This is an optimization exercise on Yosys and OpenROAD, whose aim is small area, a short achievable clock period and few clock cycles, not a production implementation.
Only simulation tests tie the RTL to the original design; equivalence was not proved.
Power is estimated from default activity; no workload was simulated.

==> flow/run.sh <==
#!/bin/bash
# synth_recipe.tcl (not shown) runs the flow's synth.tcl, then flattens the netlist and writes it again
# the make line also repeats each setting of config.mk as NAME=value (left out here)
make -C /OpenROAD-flow-scripts/flow DESIGN_CONFIG=/design/flow/config.mk WORK_HOME=/design/flow/orfs CLKGATE_MAP_FILE= SYNTH_SCRIPT=/design/flow/synth_recipe.tcl finish
==> flow/config.mk <==
export PLATFORM = sky130hd
export DESIGN_NAME = auklet_core
export DESIGN_NICKNAME = auklet_core
export VERILOG_FILES = /design/flow/design.v
export SDC_FILE = /design/flow/constraint.sdc
export NUM_CORES = 8
export LEC_CHECK = 0
export CAP_MARGIN = 20
export CORE_MARGIN = 2
export CORE_UTILIZATION = 25
export PLACE_DENSITY = 0.45
export SLEW_MARGIN = 20
==> flow/constraint.sdc <==
create_clock -name core_clock -period 20.0 [get_ports {clk}]
set_input_delay 4.0000 -clock core_clock [delete_from_list [all_inputs] [get_ports {clk}]]
set_output_delay 4.0000 -clock core_clock [all_outputs]
set_load 0.01 [all_outputs]
==> flow/design.v <==
module auklet_core (
    input  wire        clk,
    input  wire        rst,         
    input  wire        bus_req,
    input  wire        bus_we,
    input  wire [11:0] bus_addr,
    input  wire [2:0]  bus_size,
    input  wire [31:0] bus_wdata,
    output reg         bus_ack,
    output reg  [31:0] bus_rdata,
    output wire [31:0] act0,
    output wire [31:0] act1,
    output wire [31:0] act2,
    output wire [31:0] act3,
    output wire        irq
);
    localparam [31:0] ID_VALUE = 32'h41554B31;
    localparam C_DT   = 0;
    localparam C_LIM  = 1;
    localparam C_OVF  = 2;
    localparam C_CMD  = 3;
    localparam C_BUS  = 4;
    localparam C_LOCK = 5;
    localparam [2:0] A_NONE = 3'd0, A_RO = 3'd1, A_RW = 3'd2, A_RWL = 3'd3,
                     A_W1C  = 3'd4, A_WO = 3'd5;
    localparam [4:0] R_NONE  = 5'd0,  R_ID    = 5'd1,  R_CTRL  = 5'd2,
                     R_STAT  = 5'd3,  R_IRQEN = 5'd4,  R_CMD   = 5'd5,
                     R_DT    = 5'd6,  R_INP   = 5'd7,  R_EINFO = 5'd8,
                     R_ECAUSE= 5'd9,  R_KP    = 5'd10, R_KI    = 5'd11,
                     R_KD    = 5'd12, R_ILIM  = 5'd13, R_DEFSP = 5'd14,
                     R_SP    = 5'd15, R_MEAS  = 5'd16, R_ITERM = 5'd17,
                     R_LERR  = 5'd18, R_POUT  = 5'd19, R_M     = 5'd20,
                     R_ACT   = 5'd21, R_MIXIN = 5'd22;
    localparam [3:0] OP_NONE = 4'd0, OP_DT = 4'd1, OP_P = 4'd2, OP_QD = 4'd3,
                     OP_MIX  = 4'd4, OP_XR = 4'd5, OP_I = 4'd6, OP_Q  = 4'd7,
                     OP_QLO  = 4'd8, OP_QHI = 4'd9;
    localparam [3:0] E_IDLE = 4'd0, E_FAST = 4'd1, E_SOPS = 4'd2,
                     E_SDIV = 4'd3, E_SDIVW = 4'd4, E_SNEG = 4'd5,
                     E_SQOPS = 4'd6, E_SMIX = 4'd7;
    localparam [1:0] K_TICK = 2'd0, K_UPD = 2'd1, K_MIX = 2'd2;
    reg  [3:0]  ctrl;
    reg  [5:0]  status;
    reg  [8:0]  irqen;
    reg  [31:0] dt;
    reg         en;
    reg  [31:0] errinfo;
    reg  [2:0]  errcode;
    reg         errvalid;
    reg  [31:0] kp    [0:3];
    reg  [31:0] ki    [0:3];
    reg  [31:0] kd    [0:3];
    reg  [31:0] ilim  [0:3];
    reg  [31:0] defsp [0:3];
    reg  [31:0] sp    [0:3];
    reg  [31:0] meas  [0:3];
    reg  [31:0] iterm [0:3];
    reg  [31:0] lasterr [0:3];
    reg  [31:0] pidout  [0:3];
    reg  [31:0] mtx   [0:15];
    reg  [31:0] act   [0:3];
    reg  [31:0] mixin [0:3];
    wire lock = ctrl[0];
    wire dupd = ctrl[1];
    assign act0 = act[0];
    assign act1 = act[1];
    assign act2 = act[2];
    assign act3 = act[3];
    assign irq  = |({3'b000, status} & irqen);
    reg [2:0] atype;
    reg [4:0] rkind;
    reg [3:0] ridx;
    always @(*) begin
        atype = A_NONE;
        rkind = R_NONE;
        ridx  = 4'd0;
        if (bus_addr[11:8] == 4'h0) begin
            case (bus_addr[7:0])
                8'h00: begin atype = A_RO;  rkind = R_ID;     end
                8'h04: begin atype = A_RWL; rkind = R_CTRL;   end
                8'h08: begin atype = A_W1C; rkind = R_STAT;   end
                8'h0C: begin atype = A_RW;  rkind = R_IRQEN;  end
                8'h10: begin atype = A_WO;  rkind = R_CMD;    end
                8'h14: begin atype = A_RWL; rkind = R_DT;     end
                8'h18: begin atype = A_RW;  rkind = R_INP;    end
                8'h1C: begin atype = A_RO;  rkind = R_EINFO;  end
                8'h20: begin atype = A_RO;  rkind = R_ECAUSE; end
                default: ;
            endcase
        end else if (bus_addr[11:8] == 4'h1) begin
            ridx = {2'b00, bus_addr[7:6]};
            case (bus_addr[5:0])
                6'h00: begin atype = A_RWL; rkind = R_KP;    end
                6'h04: begin atype = A_RWL; rkind = R_KI;    end
                6'h08: begin atype = A_RWL; rkind = R_KD;    end
                6'h0C: begin atype = A_RWL; rkind = R_ILIM;  end
                6'h10: begin atype = A_RWL; rkind = R_DEFSP; end
                6'h18: begin atype = A_RW;  rkind = R_SP;    end
                6'h1C: begin atype = A_RW;  rkind = R_MEAS;  end
                6'h20: begin atype = A_RO;  rkind = R_ITERM; end
                6'h24: begin atype = A_RO;  rkind = R_LERR;  end
                6'h28: begin atype = A_RO;  rkind = R_POUT;  end
                default: ;
            endcase
        end else if (bus_addr[11:8] == 4'h2) begin
            ridx = bus_addr[5:2];
            if (bus_addr[7:6] == 2'b00) begin
                atype = A_RWL; rkind = R_M;
            end else if (bus_addr[7:4] == 4'h4) begin
                atype = A_RO;  rkind = R_ACT;
            end else if (bus_addr[7:4] == 4'h5) begin
                atype = A_RW;  rkind = R_MIXIN;
            end
        end
        if (bus_size != 3'd4 || bus_addr[1:0] != 2'b00)
            atype = A_NONE;
    end
    wire [1:0] rax = ridx[1:0];
    reg [31:0] rd_val;
    always @(*) begin
        case (rkind)
            R_ID:     rd_val = ID_VALUE;
            R_CTRL:   rd_val = {28'd0, ctrl};
            R_STAT:   rd_val = {26'd0, status};
            R_IRQEN:  rd_val = {23'd0, irqen};
            R_DT:     rd_val = dt;
            R_INP:    rd_val = {31'd0, en};
            R_EINFO:  rd_val = errinfo;
            R_ECAUSE: rd_val = {errvalid, 28'd0, errcode};
            R_KP:     rd_val = kp[rax];
            R_KI:     rd_val = ki[rax];
            R_KD:     rd_val = kd[rax];
            R_ILIM:   rd_val = ilim[rax];
            R_DEFSP:  rd_val = defsp[rax];
            R_SP:     rd_val = sp[rax];
            R_MEAS:   rd_val = meas[rax];
            R_ITERM:  rd_val = iterm[rax];
            R_LERR:   rd_val = lasterr[rax];
            R_POUT:   rd_val = pidout[rax];
            R_M:      rd_val = mtx[ridx];
            R_ACT:    rd_val = act[rax];
            R_MIXIN:  rd_val = mixin[rax];
            default:  rd_val = 32'd0;
        endcase
        if (atype == A_NONE) rd_val = 32'd0;
    end
    wire [31:0] w      = bus_wdata;
    wire [7:0]  w_op   = w[7:0];
    wire        w_hi0  = (w[31:11] == 21'd0);
    wire        c_nop    = (w == 32'h0000_0000);
    wire        c_upd    = (w_op == 8'h01) && w_hi0 && !w[10];
    wire        c_rst    = (w_op == 8'h02) && w_hi0 && !w[10];
    wire        c_rstall = (w == 32'h0000_0003);
    wire        c_mix    = (w_op == 8'h04) && w_hi0 && (w[9:8] == 2'b00);
    wire        c_tick   = (w == 32'h0000_0005);
    wire        c_legal  = c_nop | c_upd | c_rst | c_rstall | c_mix | c_tick;
    wire [1:0]  w_axis   = w[9:8];
    wire dt_bad      = $signed(dt) <= 0;
    wire lim_bad_a   = ilim[w_axis][31];
    wire lim_bad_all = ilim[0][31] | ilim[1][31] | ilim[2][31] | ilim[3][31];
    reg  [31:0] err_r  [0:3];    
    reg         axok_r [0:3];    
    reg         eovf_r [0:3];    
    reg         efit_r [0:3];    
    reg         sgn_r  [0:3];    
    reg  [19:0] xmag_r [0:3];    
    reg         xfit_r [0:3];    
    integer k;
    always @(posedge clk) begin : derive
        reg [32:0] s33, e33, d33, m33;
        reg [31:0] s32, e32;
        reg        so, eo;
        for (k = 0; k < 4; k = k + 1) begin
            s33 = {defsp[k][31], defsp[k]} + {sp[k][31], sp[k]};
            so  = s33[32] != s33[31];
            s32 = so ? (s33[32] ? 32'h8000_0000 : 32'h7FFF_FFFF) : s33[31:0];
            e33 = {s32[31], s32} - {meas[k][31], meas[k]};
            eo  = e33[32] != e33[31];
            e32 = eo ? (e33[32] ? 32'h8000_0000 : 32'h7FFF_FFFF) : e33[31:0];
            err_r[k]  <= e32;
            eovf_r[k] <= so | eo;
            efit_r[k] <= (e32[31:20] == 12'h000) || (e32[31:20] == 12'hFFF);
            axok_r[k] <= ((e32[31:20] == 12'h000) || (e32[31:20] == 12'hFFF))
                         && (ilim[k][31:20] == 12'h000)
                         && ((kd[k][31:20] == 12'h000) || (kd[k][31:20] == 12'hFFF));
            d33 = {lasterr[k][31], lasterr[k]} - {err_r[k][31], err_r[k]};
            m33 = d33[32] ? -d33 : d33;
            sgn_r[k]  <= d33[32];
            xmag_r[k] <= m33[19:0];
            xfit_r[k] <= (m33[32:20] == 13'd0);
        end
    end
    reg mfit_r;
    always @(posedge clk) begin : flags
        reg mf;
        mf = 1'b1;
        for (k = 0; k < 16; k = k + 1)
            mf = mf && ((mtx[k][31:20] == 12'h000) || (mtx[k][31:20] == 12'hFFF));
        mfit_r <= mf;
    end
    reg  [31:0] drem;
    reg  [48:0] dq;
    reg  [5:0]  dcnt;
    reg         dbusy;
    reg         dmode_r;       
    reg         rpend;         
    reg         rvalid;
    reg  [31:0] recip;
    reg  [4:0]  s_r;           
    wire [32:0] d_r2  = {drem, dmode_r ? 1'b1 : dq[47]};
    wire [32:0] d_sub = d_r2 - {2'b00, dt[30:0]};
    wire        d_qb  = !d_sub[32];
    reg [31:0] dt_smear;
    reg [4:0]  dt_len;
    always @(*) begin
        dt_smear = {1'b0, dt[31:1]};
        dt_smear = dt_smear | (dt_smear >> 1);
        dt_smear = dt_smear | (dt_smear >> 2);
        dt_smear = dt_smear | (dt_smear >> 4);
        dt_smear = dt_smear | (dt_smear >> 8);
        dt_smear = dt_smear | (dt_smear >> 16);
        dt_len = 5'd0;
        for (k = 0; k < 31; k = k + 1)
            if (dt[k]) dt_len = k + 1;
    end
    wire dtok = rvalid && !rpend && (dt[31:20] == 12'd0) && (dt[19:4] != 16'd0);
    reg  [3:0]  est;             
    reg  [1:0]  ekind;           
    reg  [4:0]  fs;              
    reg  [31:0] cmd_w;
    reg  [1:0]  cax;             
    reg         mix_src;         
    reg         ovf_acc;
    reg  [2:0]  sop;             
    reg  [2:0]  scnt;            
    reg  [3:0]  smi;             
    reg        iA_v, iB_v;
    reg  [3:0] iA_op, iB_op;
    reg  [1:0] iA_ax, iB_ax;
    reg        iA_row, iB_row;       
    reg  [1:0] iA_col, iB_col;
    reg        iA_first, iB_first, iA_last, iB_last;
    reg  [1:0] iA_pass, iB_pass;     
    reg        t1A_v, t1B_v, rtA_v, rtB_v;
    reg  [3:0] t1A_op, t1B_op, rtA_op, rtB_op;
    reg  [1:0] t1A_ax, t1B_ax, rtA_ax, rtB_ax;
    reg        t1A_row, t1B_row, rtA_row, rtB_row;
    reg        t1A_last, t1B_last, rtA_last, rtB_last;
    reg  [1:0] t1A_pass, t1B_pass, rtA_pass, rtB_pass;
    reg  [66:0] resA, resB;        
    reg  [19:0] r1loA, r1loB;      
    reg  [32:0] sq_r;              
    wire [66:0] prodA = (rtA_pass == 2'd2) ? {resA[46:0], r1loA} : resA;
    wire [66:0] prodB = (rtB_pass == 2'd2) ? {resB[46:0], r1loB} : resB;
    wire ok0 = (ekind == K_TICK) ? (dtok && mfit_r && axok_r[0] && axok_r[1] && axok_r[2] && axok_r[3]) :
               (ekind == K_UPD)  ? (dtok && axok_r[cax]) : mfit_r;
    wire ok1 = (ekind == K_TICK) ? (xfit_r[0] && xfit_r[1] && xfit_r[2] && xfit_r[3]) :
               (ekind == K_UPD)  ? xfit_r[cax] : 1'b1;
    wire abort0 = (est == E_FAST) && (fs == 5'd0) && !ok0;
    wire abort1 = (est == E_FAST) && (fs == 5'd1) && !ok1;
    wire abortf = abort0 | abort1;
    always @(*) begin
        iA_v = 1'b0; iA_op = OP_NONE; iA_ax = 2'd0; iA_row = 1'b0; iA_col = 2'd0;
        iA_first = 1'b0; iA_last = 1'b0; iA_pass = 2'd0;
        iB_v = 1'b0; iB_op = OP_NONE; iB_ax = 2'd0; iB_row = 1'b0; iB_col = 2'd0;
        iB_first = 1'b0; iB_last = 1'b0; iB_pass = 2'd0;
        if (est == E_FAST && !abortf) begin
            if (ekind == K_TICK) begin
                case (fs)
                    5'd0:  begin iA_v = 1; iA_op = OP_DT; iA_ax = 2'd0; end
                    5'd1:  begin iA_v = 1; iA_op = OP_P;  iA_ax = 2'd0; end
                    5'd2:  begin iB_v = 1; iB_op = OP_XR; iB_ax = 2'd0; end
                    5'd3:  begin iA_v = 1; iA_op = OP_DT; iA_ax = 2'd1;
                                 iB_v = 1; iB_op = OP_I;  iB_ax = 2'd0; end
                    5'd4:  begin iA_v = 1; iA_op = OP_P;  iA_ax = 2'd1;
                                 iB_v = 1; iB_op = OP_XR; iB_ax = 2'd1; end
                    5'd5:  begin iA_v = 1; iA_op = OP_QD; iA_ax = 2'd0;
                                 iB_v = 1; iB_op = OP_Q;  iB_ax = 2'd0; end
                    5'd6:  begin iA_v = 1; iA_op = OP_DT; iA_ax = 2'd2;
                                 iB_v = 1; iB_op = OP_I;  iB_ax = 2'd1; end
                    5'd7:  begin iA_v = 1; iA_op = OP_P;  iA_ax = 2'd2;
                                 iB_v = 1; iB_op = OP_XR; iB_ax = 2'd2; end
                    5'd8:  begin iA_v = 1; iA_op = OP_QD; iA_ax = 2'd1;
                                 iB_v = 1; iB_op = OP_Q;  iB_ax = 2'd1; end
                    5'd9:  begin iA_v = 1; iA_op = OP_DT; iA_ax = 2'd3;
                                 iB_v = 1; iB_op = OP_I;  iB_ax = 2'd2; end
                    5'd10: begin iA_v = 1; iA_op = OP_P;  iA_ax = 2'd3;
                                 iB_v = 1; iB_op = OP_XR; iB_ax = 2'd3; end
                    5'd11: begin iA_v = 1; iA_op = OP_QD; iA_ax = 2'd2;
                                 iB_v = 1; iB_op = OP_Q;  iB_ax = 2'd2; end
                    5'd12: begin iB_v = 1; iB_op = OP_I;  iB_ax = 2'd3; end
                    5'd14: begin iA_v = 1; iA_op = OP_QD; iA_ax = 2'd3;
                                 iB_v = 1; iB_op = OP_Q;  iB_ax = 2'd3; end
                    default: ;
                endcase
                if (fs >= 5'd15 && fs <= 5'd22) begin
                    iA_v = 1; iA_op = OP_MIX; iA_row = fs[0] ^ 1'b1; iA_col = (fs - 5'd15) >> 1;
                    iB_v = 1; iB_op = OP_MIX; iB_row = fs[0] ^ 1'b1; iB_col = (fs - 5'd15) >> 1;
                end
            end else if (ekind == K_UPD) begin
                case (fs)
                    5'd0: begin iA_v = 1; iA_op = OP_DT; iA_ax = cax; end
                    5'd1: begin iA_v = 1; iA_op = OP_P;  iA_ax = cax;
                                iB_v = 1; iB_op = OP_XR; iB_ax = cax; end
                    5'd3: begin iB_v = 1; iB_op = OP_I;  iB_ax = cax; end
                    5'd5: begin iA_v = 1; iA_op = OP_QD; iA_ax = cax;
                                iB_v = 1; iB_op = OP_Q;  iB_ax = cax; end
                    default: ;
                endcase
            end else begin
                if (fs <= 5'd7) begin
                    iA_v = 1; iA_op = OP_MIX; iA_row = fs[0]; iA_col = fs[2:1];
                    iB_v = 1; iB_op = OP_MIX; iB_row = fs[0]; iB_col = fs[2:1];
                end
            end
            iA_first = (iA_col == 2'd0); iA_last = (iA_col == 2'd3);
            iB_first = (iB_col == 2'd0); iB_last = (iB_col == 2'd3);
        end else if (est == E_SOPS || est == E_SQOPS || est == E_SMIX) begin
            if (scnt == 3'd0 || scnt == 3'd2) begin
                if (est == E_SOPS) begin
                    case (sop)
                        3'd0: begin iA_v = 1; iA_op = OP_DT; iA_ax = cax; iA_pass = scnt[1] ? 2'd2 : 2'd1; end
                        3'd1: begin iA_v = 1; iA_op = OP_P;  iA_ax = cax; iA_pass = scnt[1] ? 2'd2 : 2'd1; end
                        default: begin iB_v = 1; iB_op = OP_I; iB_ax = cax; iB_pass = scnt[1] ? 2'd2 : 2'd1; end
                    endcase
                end else if (est == E_SQOPS) begin
                    iB_v = 1; iB_op = (sop == 3'd0) ? OP_QLO : OP_QHI; iB_ax = cax;
                    iB_pass = scnt[1] ? 2'd2 : 2'd1;
                end else begin
                    if (!smi[3]) begin
                        iA_v = 1; iA_op = OP_MIX; iA_row = smi[2]; iA_col = smi[1:0];
                        iA_first = (smi[1:0] == 2'd0); iA_last = (smi[1:0] == 2'd3);
                        iA_pass = scnt[1] ? 2'd2 : 2'd1;
                    end else begin
                        iB_v = 1; iB_op = OP_MIX; iB_row = smi[2]; iB_col = smi[1:0];
                        iB_first = (smi[1:0] == 2'd0); iB_last = (smi[1:0] == 2'd3);
                        iB_pass = scnt[1] ? 2'd2 : 2'd1;
                    end
                end
            end
        end
    end
    function [20:0] bsel;    
        input [31:0] v;
        input [1:0]  pass;
        begin
            case (pass)
                2'd1:    bsel = {1'b0, v[19:0]};
                2'd2:    bsel = {{9{v[31]}}, v[31:20]};
                default: bsel = v[20:0];
            endcase
        end
    endfunction
    wire [31:0] vA = mix_src ? mixin[iA_col] : pidout[iA_col];
    wire [31:0] vB = mix_src ? mixin[iB_col] : pidout[iB_col];
    wire [3:0]  mA_idx = {1'b0, iA_row, iA_col};
    wire [3:0]  mB_idx = {1'b1, iB_row, iB_col};
    wire [32:0] q_hi = dq[48:16];
    wire [32:0] q_lo = {17'd0, dq[15:0]};
    wire [37:0] qd_add0 = {7'd0, dt[30:0]} - {2'b00, xmag_r[iA_ax], 16'd0} - 38'd1;
    wire [37:0] qd_add  = qd_add0 ^ {38{sgn_r[iA_ax]}};
    reg [32:0] aA, aB;
    reg [20:0] bA, bB;
    reg [66:0] addA, addB;
    always @(*) begin
        aA = 33'd0; bA = 21'd0; addA = 67'd0;
        case (iA_op)
            OP_DT: begin aA = {dt[31], dt};             bA = bsel(err_r[iA_ax], iA_pass); end
            OP_P:  begin aA = {kp[iA_ax][31], kp[iA_ax]}; bA = bsel(err_r[iA_ax], iA_pass); end
            OP_QD: begin aA = sq_r;                     bA = dt[20:0];
                         addA = {{29{qd_add[37]}}, qd_add}; end
            OP_MIX: begin aA = {vA[31], vA};            bA = bsel(mtx[mA_idx], iA_pass);
                          if (!iA_first) addA = resA; end
            default: ;
        endcase
        if (iA_pass == 2'd2) addA = {{20{resA[66]}}, resA[66:20]};
        else if (iA_pass == 2'd1 && iA_op == OP_MIX && !iA_first) addA = prodA;
        aB = 33'd0; bB = 21'd0; addB = 67'd0;
        case (iB_op)
            OP_XR: begin aB = {1'b0, recip}; bB = {1'b0, xmag_r[iB_ax]}; end
            OP_I:  begin aB = {ki[iB_ax][31], ki[iB_ax]}; bB = bsel(iterm[iB_ax], iB_pass);
                         addA = addA; addB = {prodA[66:16], 16'd0}; end
            OP_Q:  begin aB = sq_r; bB = kd[iB_ax][20:0];
                         addB = {resB[66:16], 16'd0}; end
            OP_QLO: begin aB = q_lo; bB = bsel(kd[iB_ax], iB_pass);
                          addB = {prodB[66:16], 16'd0}; end
            OP_QHI: begin aB = q_hi; bB = bsel(kd[iB_ax], iB_pass);
                          addB = {{16{prodB[66]}}, prodB[66:16]}; end
            OP_MIX: begin aB = {vB[31], vB}; bB = bsel(mtx[mB_idx], iB_pass);
                          if (!iB_first) addB = prodB; end
            default: ;
        endcase
        if (iB_pass == 2'd2) addB = {{20{resB[66]}}, resB[66:20]};
    end
    wire signed [43:0] pA1 = $signed(aA) * $signed({1'b0, bA[9:0]});
    wire signed [43:0] pA2 = $signed(aA) * $signed(bA[20:10]);
    wire signed [43:0] pB1 = $signed(aB) * $signed({1'b0, bB[9:0]});
    wire signed [43:0] pB2 = $signed(aB) * $signed(bB[20:10]);
    reg  [43:0] pA1_r, pA2_r, pB1_r, pB2_r;
    reg  [66:0] addA_r, addB_r;
    wire [66:0] sumA = {{23{pA1_r[43]}}, pA1_r} + {{13{pA2_r[43]}}, pA2_r, 10'd0} + addA_r;
    wire [66:0] sumB = {{23{pB1_r[43]}}, pB1_r} + {{13{pB2_r[43]}}, pB2_r, 10'd0} + addB_r;
    wire [48:0] isum    = {{17{iterm[rtA_ax][31]}}, iterm[rtA_ax]} + prodA[64:16];
    wire [31:0] ilim_c  = ilim[rtA_ax];
    wire [48:0] ilim49  = {17'd0, ilim_c};
    wire [48:0] nilim49 = -ilim49;
    wire [31:0] it_next = ($signed(isum) > $signed(ilim49))  ? ilim_c :
                          ($signed(isum) < $signed(nilim49)) ? nilim49[31:0] :
                          isum[31:0];
    wire [31:0] xr_hi  = resB[51:20];
    wire [31:0] q_est  = xr_hi >> (s_r - 5'd5);
    wire [32:0] sq_nxt = sgn_r[rtB_ax] ? -{1'b0, q_est} : {1'b0, q_est};
    wire        corr    = resA[66] ^ sgn_r[rtB_ax];
    wire [31:0] kdc     = kd[rtB_ax];
    wire [66:0] kd_add  = corr ? ({{35{kdc[31]}}, kdc} ^ {67{sgn_r[rtB_ax]}}) : 67'd0;
    wire [66:0] ofin    = resB + kd_add + {66'd0, corr & sgn_r[rtB_ax]};
    wire [50:0] of51    = ofin[66:16];
    wire        of_ovf  = !((&of51[50:31]) | ~(|of51[50:31]));
    wire [31:0] of_out  = of_ovf ? (of51[50] ? 32'h8000_0000 : 32'h7FFF_FFFF) : of51[31:0];
    wire        os_ovf  = !((&prodB[66:31]) | ~(|prodB[66:31]));
    wire [31:0] os_out  = os_ovf ? (prodB[66] ? 32'h8000_0000 : 32'h7FFF_FFFF) : prodB[31:0];
    wire [50:0] mA51   = prodA[66:16];
    wire        mA_ovf = !((&mA51[50:31]) | ~(|mA51[50:31]));
    wire [31:0] mA_out = mA_ovf ? (mA51[50] ? 32'h8000_0000 : 32'h7FFF_FFFF) : mA51[31:0];
    wire [50:0] mB51   = prodB[66:16];
    wire        mB_ovf = !((&mB51[50:31]) | ~(|mB51[50:31]));
    wire [31:0] mB_out = mB_ovf ? (mB51[50] ? 32'h8000_0000 : 32'h7FFF_FFFF) : mB51[31:0];
    wire rA_fin = rtA_v && (rtA_pass != 2'd1);
    wire rB_fin = rtB_v && (rtB_pass != 2'd1);
    wire c_clamp  = rA_fin && rtA_op == OP_DT;
    wire c_xr     = rB_fin && rtB_op == OP_XR;
    wire c_outf   = rB_fin && rtB_op == OP_Q;
    wire c_outs   = rB_fin && rtB_op == OP_QHI;
    wire c_mixA   = rA_fin && rtA_op == OP_MIX && rtA_last;
    wire c_mixB   = rB_fin && rtB_op == OP_MIX && rtB_last;
    wire ovf_now  = (c_outf & of_ovf) | (c_outs & os_ovf) | (c_mixA & mA_ovf) | (c_mixB & mB_ovf);
    wire fast_done = (est == E_FAST) &&
                     (((ekind == K_TICK) && fs == 5'd24) ||
                      ((ekind == K_UPD)  && fs == 5'd7)  ||
                      ((ekind == K_MIX)  && fs == 5'd9));
    wire slow_done = ((est == E_SQOPS) && sop == 3'd1 && scnt == 3'd4 && ekind == K_UPD) ||
                     ((est == E_SMIX) && smi == 4'd15 && scnt == 3'd4);
    wire cmd_done  = fast_done | slow_done;
    wire eovf_any  = (ekind == K_TICK) ? (eovf_r[0] | eovf_r[1] | eovf_r[2] | eovf_r[3]) :
                     (ekind == K_UPD) ? eovf_r[cax] : 1'b0;
    wire ovf_fin   = ovf_acc | ovf_now | eovf_any;
    always @(posedge clk) begin
        if (rst) begin
            ctrl      <= 4'b0100;
            status    <= 6'd0;
            irqen     <= 9'd0;
            dt        <= 32'd0;
            en        <= 1'b0;
            errinfo   <= 32'd0;
            errcode   <= 3'd0;
            errvalid  <= 1'b0;
            for (k = 0; k < 4; k = k + 1) begin
                kp[k] <= 32'd0;     ki[k] <= 32'd0;     kd[k] <= 32'd0;
                ilim[k] <= 32'd0;   defsp[k] <= 32'd0;  sp[k] <= 32'd0;
                meas[k] <= 32'd0;   iterm[k] <= 32'd0;  lasterr[k] <= 32'd0;
                pidout[k] <= 32'd0; act[k] <= 32'd0;    mixin[k] <= 32'd0;
            end
            for (k = 0; k < 16; k = k + 1)
                mtx[k] <= 32'd0;
            bus_ack   <= 1'b0;
            est       <= E_IDLE;
            t1A_v <= 1'b0; t1B_v <= 1'b0; rtA_v <= 1'b0; rtB_v <= 1'b0;
            dbusy <= 1'b0; rpend <= 1'b0; rvalid <= 1'b0;
        end else begin
            bus_ack   <= 1'b0;
            bus_rdata <= rd_val;
            s_r       <= dt_len;
            t1A_v <= iA_v; t1A_op <= iA_op; t1A_ax <= iA_ax; t1A_row <= iA_row;
            t1A_last <= iA_last; t1A_pass <= iA_pass;
            t1B_v <= iB_v; t1B_op <= iB_op; t1B_ax <= iB_ax; t1B_row <= iB_row;
            t1B_last <= iB_last; t1B_pass <= iB_pass;
            if (iA_v) begin pA1_r <= pA1; pA2_r <= pA2; addA_r <= addA; end
            if (iB_v) begin pB1_r <= pB1; pB2_r <= pB2; addB_r <= addB; end
            rtA_v <= t1A_v && !abortf; rtB_v <= t1B_v && !abortf;
            if (t1A_v) begin
                resA <= sumA; rtA_op <= t1A_op; rtA_ax <= t1A_ax; rtA_row <= t1A_row;
                rtA_last <= t1A_last; rtA_pass <= t1A_pass;
            end
            if (t1B_v) begin
                resB <= sumB; rtB_op <= t1B_op; rtB_ax <= t1B_ax; rtB_row <= t1B_row;
                rtB_last <= t1B_last; rtB_pass <= t1B_pass;
            end
            if (rtA_v && rtA_pass == 2'd1) r1loA <= resA[19:0];
            if (rtB_v && rtB_pass == 2'd1) r1loB <= resB[19:0];
            if (c_clamp) iterm[rtA_ax] <= it_next;
            if (c_xr)    sq_r <= sq_nxt;
            if (c_outf) begin
                pidout[rtB_ax] <= of_out;
                if (dupd) lasterr[rtB_ax] <= err_r[rtB_ax];
            end
            if (c_outs) begin
                pidout[rtB_ax] <= os_out;
                if (dupd) lasterr[rtB_ax] <= err_r[rtB_ax];
            end
            if (c_mixA) act[{1'b0, rtA_row}] <= mA_out;
            if (c_mixB) act[{1'b1, rtB_row}] <= mB_out;
            if (est != E_IDLE) ovf_acc <= ovf_acc | ovf_now;
            if (dbusy) begin
                drem <= d_qb ? d_sub[31:0] : d_r2[31:0];
                dq   <= {dq[47:0], d_qb};
                dcnt <= dcnt - 6'd1;
                if (dcnt == 6'd1) begin
                    dbusy <= 1'b0;
                    if (dmode_r) begin
                        recip  <= {dq[30:0], d_qb};
                        rvalid <= 1'b1;
                    end
                end
            end else if (rpend && est == E_IDLE) begin
                rpend <= 1'b0;
                if (!dt_bad) begin
                    drem    <= dt_smear;
                    dq      <= 49'd0;
                    dcnt    <= 6'd32;
                    dmode_r <= 1'b1;
                    dbusy   <= 1'b1;
                end
            end
            case (est)
            E_IDLE: begin
                if (bus_req) begin
                    if (atype == A_NONE) begin
                        status[C_BUS] <= 1'b1;
                        errinfo <= {20'd0, bus_addr};
                        errcode <= C_BUS;  errvalid <= 1'b1;
                        bus_ack <= 1'b1;
                    end else if (!bus_we) begin
                        bus_ack <= 1'b1;
                    end else if (atype == A_RO) begin
                        status[C_BUS] <= 1'b1;
                        errinfo <= {20'd0, bus_addr};
                        errcode <= C_BUS;  errvalid <= 1'b1;
                        bus_ack <= 1'b1;
                    end else if (atype == A_RWL && lock) begin
                        status[C_LOCK] <= 1'b1;
                        errinfo <= {20'd0, bus_addr};
                        errcode <= C_LOCK; errvalid <= 1'b1;
                        bus_ack <= 1'b1;
                    end else if (rkind != R_CMD) begin
                        bus_ack <= 1'b1;
                        case (rkind)
                            R_CTRL:  ctrl  <= w[3:0];
                            R_STAT:  status <= status & ~w[5:0];
                            R_IRQEN: irqen <= w[8:0];
                            R_DT:    begin dt <= w; rpend <= 1'b1; rvalid <= 1'b0; dbusy <= 1'b0; end
                            R_INP:   en    <= w[0];
                            R_KP:    kp[rax]    <= w;
                            R_KI:    ki[rax]    <= w;
                            R_KD:    kd[rax]    <= w;
                            R_ILIM:  ilim[rax]  <= w;
                            R_DEFSP: defsp[rax] <= w;
                            R_SP:    sp[rax]    <= w;
                            R_MEAS:  meas[rax]  <= w;
                            R_M:     mtx[ridx]  <= w;
                            R_MIXIN: mixin[rax] <= w;
                            default: ;
                        endcase
                    end else begin
                        cmd_w   <= w;
                        ovf_acc <= 1'b0;
                        cax     <= w_axis;
                        mix_src <= w[10];
                        fs      <= 5'd0;
                        if (!c_legal) begin
                            status[C_CMD] <= 1'b1;
                            errinfo <= w;
                            errcode <= C_CMD;  errvalid <= 1'b1;
                            bus_ack <= 1'b1;
                        end else if (c_nop) begin
                            bus_ack <= 1'b1;
                        end else if (c_rst) begin
                            iterm[w_axis] <= 32'd0;
                            bus_ack <= 1'b1;
                        end else if (c_rstall || (c_tick && !en)) begin
                            for (k = 0; k < 4; k = k + 1) begin
                                iterm[k] <= 32'd0;
                                if (c_tick) act[k] <= 32'd0;
                            end
                            bus_ack <= 1'b1;
                        end else if (c_mix) begin
                            ekind <= K_MIX;
                            smi   <= 4'd0;
                            scnt  <= 3'd0;
                            est   <= E_FAST;
                        end else begin
                            if (dt_bad || (c_upd ? lim_bad_a : lim_bad_all)) begin
                                if (dt_bad) status[C_DT] <= 1'b1;
                                if (c_upd ? lim_bad_a : lim_bad_all) begin
                                    status[C_LIM] <= 1'b1;
                                    errcode <= C_LIM;
                                end else begin
                                    errcode <= C_DT;
                                end
                                errinfo  <= w;
                                errvalid <= 1'b1;
                                bus_ack  <= 1'b1;
                            end else begin
                                ekind <= c_tick ? K_TICK : K_UPD;
                                sop   <= 3'd0;
                                scnt  <= 3'd0;
                                smi   <= 4'd0;
                                if (c_tick) cax <= 2'd0;
                                est <= E_FAST;
                            end
                        end
                    end
                end
            end
            E_FAST: begin
                fs <= fs + 5'd1;
                if (abortf) begin
                    est  <= (ekind == K_MIX) ? E_SMIX : E_SOPS;
                    sop  <= 3'd0;
                    scnt <= 3'd0;
                    smi  <= 4'd0;
                end
            end
            E_SOPS: begin
                scnt <= scnt + 3'd1;
                if (scnt == 3'd4) begin
                    scnt <= 3'd0;
                    sop  <= sop + 3'd1;
                    if (sop == 3'd2) begin
                        sop <= 3'd0;
                        est <= E_SDIV;
                    end
                end
            end
            E_SDIV: begin
                if (!dbusy && !rpend) begin : sdiv
                    reg [32:0] dd, mm;
                    dd = {lasterr[cax][31], lasterr[cax]} - {err_r[cax][31], err_r[cax]};
                    mm = dd[32] ? -dd : dd;
                    drem    <= 32'd0;
                    dq      <= {1'b0, mm[31:0], 16'd0};
                    dcnt    <= 6'd48;
                    dmode_r <= 1'b0;
                    dbusy   <= 1'b1;
                    est     <= E_SDIVW;
                end
            end
            E_SDIVW: begin
                if (!dbusy) est <= E_SNEG;
            end
            E_SNEG: begin
                if (sgn_r[cax]) dq <= -dq;
                est <= E_SQOPS;
            end
            E_SQOPS: begin
                scnt <= scnt + 3'd1;
                if (scnt == 3'd4) begin
                    scnt <= 3'd0;
                    sop  <= sop + 3'd1;
                    if (sop == 3'd1) begin
                        sop <= 3'd0;
                        if (ekind == K_TICK) begin
                            cax <= cax + 2'd1;
                            est <= (cax == 2'd3) ? E_SMIX : E_SOPS;
                        end
                    end
                end
            end
            E_SMIX: begin
                scnt <= scnt + 3'd1;
                if (scnt == 3'd4) begin
                    scnt <= 3'd0;
                    smi  <= smi + 4'd1;
                end
            end
            default: est <= E_IDLE;
            endcase
            if (cmd_done) begin
                est     <= E_IDLE;
                bus_ack <= 1'b1;
                if (ovf_fin) begin
                    status[C_OVF] <= 1'b1;
                    errinfo <= cmd_w;
                    errcode <= C_OVF;  errvalid <= 1'b1;
                end
            end
        end
    end
endmodule
==> impl_metrics.ini <==
[outcome]
status = finished clean

[cells_and_area]
fin_cells = 41700
final.fill_count = 108000
utilization = 0.286
fin_nets = 30200
drive_above_1_share = 0.103
final_area_um2 = 290000
syn2layout_area_growth_pct = 13.9

[critical_path]
worst_path_largest_cell_delay_ns = 0.90
end_kind = register
critPathSlowestCell = a31oi_1
worstPathArrival_ns = 16.00
crit_top_cell = fa_1
crit_fanout = 55
r2r_setup_slack_ns = 4.73
rr_endpoint = pA2_r[42]$_DFFE_PP_
crit_type = register to register
worstPathRequired_ns = 20.73
cp-start-kind = register
ff2ff_path_depth = 37
timing.rr.start = cax[0]$_DFFE_PP_

[floorplanning]
die_x_um = 1010
die_h_um = 1010
initial_core_util = 0.251
num_rows = 370
coreArea_um2 = 1010000
die_area_um2 = 1030000
io_pins = 213

[route]
drtAntennaViolNets = 0
dr.pass1.iters = 12
vias = 235000
wl_per_cell_um = 33.8
drt_iter0_drc = 33700
via_per_inst = 5.63
routed_wl_um = 1410000
drc = 0

[power]
seq_power_share = 0.388
p_sw_frac = 0.350
p_total_mw = 20.3
powerDensity_nw_per_um2 = 70.2
power_leakage_nw = 112
vdd_drop_max_mv = 0.0937
switchingPower_mw = 7.12
combPwrFrac = 0.238
power.internal_mw = 13.2
clkPwrFrac = 0.374

[logic_synthesis]
yosysTopAreaCell = edfxtp_1
syn_area_um2 = 254000
avgSynthCellArea_um2 = 9.12
syn_inst = 27900
synth-seq-cells = 3152
async_flop_share = 0
yosys_warnings = 8
synth_edf_count = 2684
synthDistinctLibCells = 120
yosys-top-cells-count = nand2_1 (3716), edfxtp_1 (2684), nor2_1 (2666)
synth-seq-area-share = 0.354
yosys.area.top_type_share = 0.317
synth_most_common_cell = nand2_1
synthFlopType = edfxtp_1
synth_nets = 30500
synth.area.top_cells = edfxtp_1 (32%), fa_1 (9.5%), ha_1 (6.3%), nand2_1 (5.5%), nor2_1 (3.9%)

[worst_hold_path]
min_from = t1B_op[0]$_DFFE_PN_
min_to = rtB_op[0]$_DFFE_PP_
min-delay-path-class = register to register
hold_depth = 0

[grt]
grt_overflow = 0
grt_pass1_wl_um = 1890000
antenna_found_initial = 202
grt_pass1_vias = 220000
grt_max_degree = 129
grt.total_usage = 0.263

[flow_run]
cap_violations = 0

[timing]
fmax_ghz = 0.0655
period_share = 0.764
tightest_slew_ns = 1.38
layout_setup_ws_ns = 4.73
fin_crit_ns = 15.27
hold_slack_ns = 0.418
hold_violations = 0
final_max_slew_viol_count = 0
fin_skew_ns = 0.149
slew_headroom = 0.0706
finalSetupViolCount = 0
grt_setup_unrepaired = false
setup_tns_ns = 0

[clock_tree]
clock_latency_ns = 1.11
cts.sinks = 3152
cts-root-buf = clkbuf_16
cts_resized = 0
cts-buffers-inserted = 389
clk_pin_slew_worst_paths_ns = 0.06
clockBufferDepth = 4
cts_tree = built
post_cts_buffers = 0
holdBufCountCts = 0
cts_max_level = 5

[placement]
placedCellCount = 40800
hpwlAfterDp_um = 1070000
gp_congestion = 1.03
dpl_worst_slack_ns = 4.81
placed_cell_area_um2 = 276000
io_buffers = 212
## power by group through the flow
stage / clock (mW) / sequential (mW) / combinational, mW
global placement: 0 / 7.98 / 4.65
global route: 7.86 / 7.88 / 5.04
detailed placement: 0 / 7.99 / 4.67
finish: 7.61 / 7.89 / 4.84
floorplan: 0 / 7.73 / 2.76
CTS: 7.64 / 7.85 / 4.70
## cell usage in the layout (no fill, tap or decap), drive strengths merged, types with 124 or more instances in the layout
master            n
a211oi          151
a21o            399
a21oi          1343
a221oi          184
a22o            124
a22oi           186
a311oi          184
a31oi           338
and2            779
and3            294
buf             926
clkbuf          497
clkdlybuf4s50   182
clkinv          154
dfxtp           468
diode           177
edfxtp         2684
fa             1213
ha             1285
inv            2320
mux2i           192
mux4            295
nand2          3716
nand2b          187
nand3           689
nand4           191
nor2           2667
nor2b           258
nor3            376
nor4            208
o21a            214
o21ai          1412
o221ai          427
o22ai           487
or2             446
xnor2           764
xor2            337
## worst max-delay path, delay by kind of cell, from the launching register on
family / cells / cell delay [ns]
xor+xnor: 1 / 0.08
fa+ha+maj: 7 / 3.58
flops: 1 / 0.54
simple gates: 7 / 2.71
buf+inv: 4 / 1.19
compound gates: 18 / 6.71
## final cells by class
class,count,area (µm²),area share
Antenna cell,177,443,0.00153
Clock buffer,494,10600,0.0366
Clock inverter,234,2630,0.00906
Inverter,2296,8640,0.0298
Multi-Input combinational cell,20700,151000,0.523
Sequential cell,3152,90000,0.311
Tap cell,13600,17000,0.0586
Timing Repair Buffer,1111,8980,0.0310
## cells by family (layout without fill, tap and decap cells)
| group | count (synthesis) | in the layout | share of synthesized area |
|---|---|---|---|
| adder cells (fa/ha/maj) | 2562 | 2562 | 0.161 |
| multiplexers | 583 | 583 | 0.0379 |
| XOR/XNOR | 1102 | 1102 | 0.0380 |
| buffers and inverters | 4073 | 4135 | 0.0619 |
| other | 0 | 177 | 0 |
| AND/OR/NAND/NOR | 10100 | 10100 | 0.181 |
| AO/OA/AOI/OAI | 6372 | 6372 | 0.166 |
| flip-flops | 3152 | 3152 | 0.354 |
## registers in the layout, indices dropped and copies added (netlist names), 80 cells and up, named ones only
signal	flops
iterm	128
mixin	128
sp	128
mtx	512
act	128
xmag_r	80
err_r	128
ki	128
defsp	128
ilim	128
pidout	128
lasterr	128
kp	128
meas	128
kd	128
## routing by layer
layer | track usage | wire length [µm] | vias to the layer above
met3 | 0.0775 | 160000 | 2833
met2 | 0.375 | 572000 | 14500
met5 | 0.000322 | 611 | -
met1 | 0.345 | 565000 | 119000
met4 | 0.172 | 111000 | 84
li1 | - | - | 98600
## worst max path at each step
stage,startpoint,depth (start not counted),end,slack [ns]
2_1_floorplan,rst,4,kp[0][0]$_SDFFCE_PN0P_,6.60
3_3_place_gp,cax[0]$_DFFE_PP_,38,pA2_r[43]$_DFFE_PP_,4.70
3_5_place_dp,cax[0]$_DFFE_PP_,38,pA2_r[43]$_DFFE_PP_,4.81
4_1_cts,cax[0]$_DFFE_PP_,38,pA2_r[43]$_DFFE_PP_,4.68
5_1_grt,cax[0]$_DFFE_PP_,39,pA2_r[43]$_DFFE_PP_,4.37
6_report,cax[0]$_DFFE_PP_,37,pA2_r[42]$_DFFE_PP_,4.73
Testbench counts, summed over its fixed seeds: cycles 37,507.

## static timing again, ports no longer ideal
No port has a modelled driver above. Below, the same layout with a new extraction and two added sets of constraints.
Step 1 assumes that a clkbuf_16 drives the clock port and a buf_2 every other input.
Step 2 also shifts input and output timing later by t, the mid clock arrival at the registers, as if the neighbouring blocks saw the same clock.
Three values: ideal ports, drivers, drivers and shift; two values: the first two.
t (ns): 1.188
setup WS [ns]: 4.726 / 4.726 / 4.726
worst setup path at the end: register to register
After both steps this run still meets setup and hold. For this run, drivers alone change the setup slack by 0.000 ns; drivers and shift together by 0.000 ns.
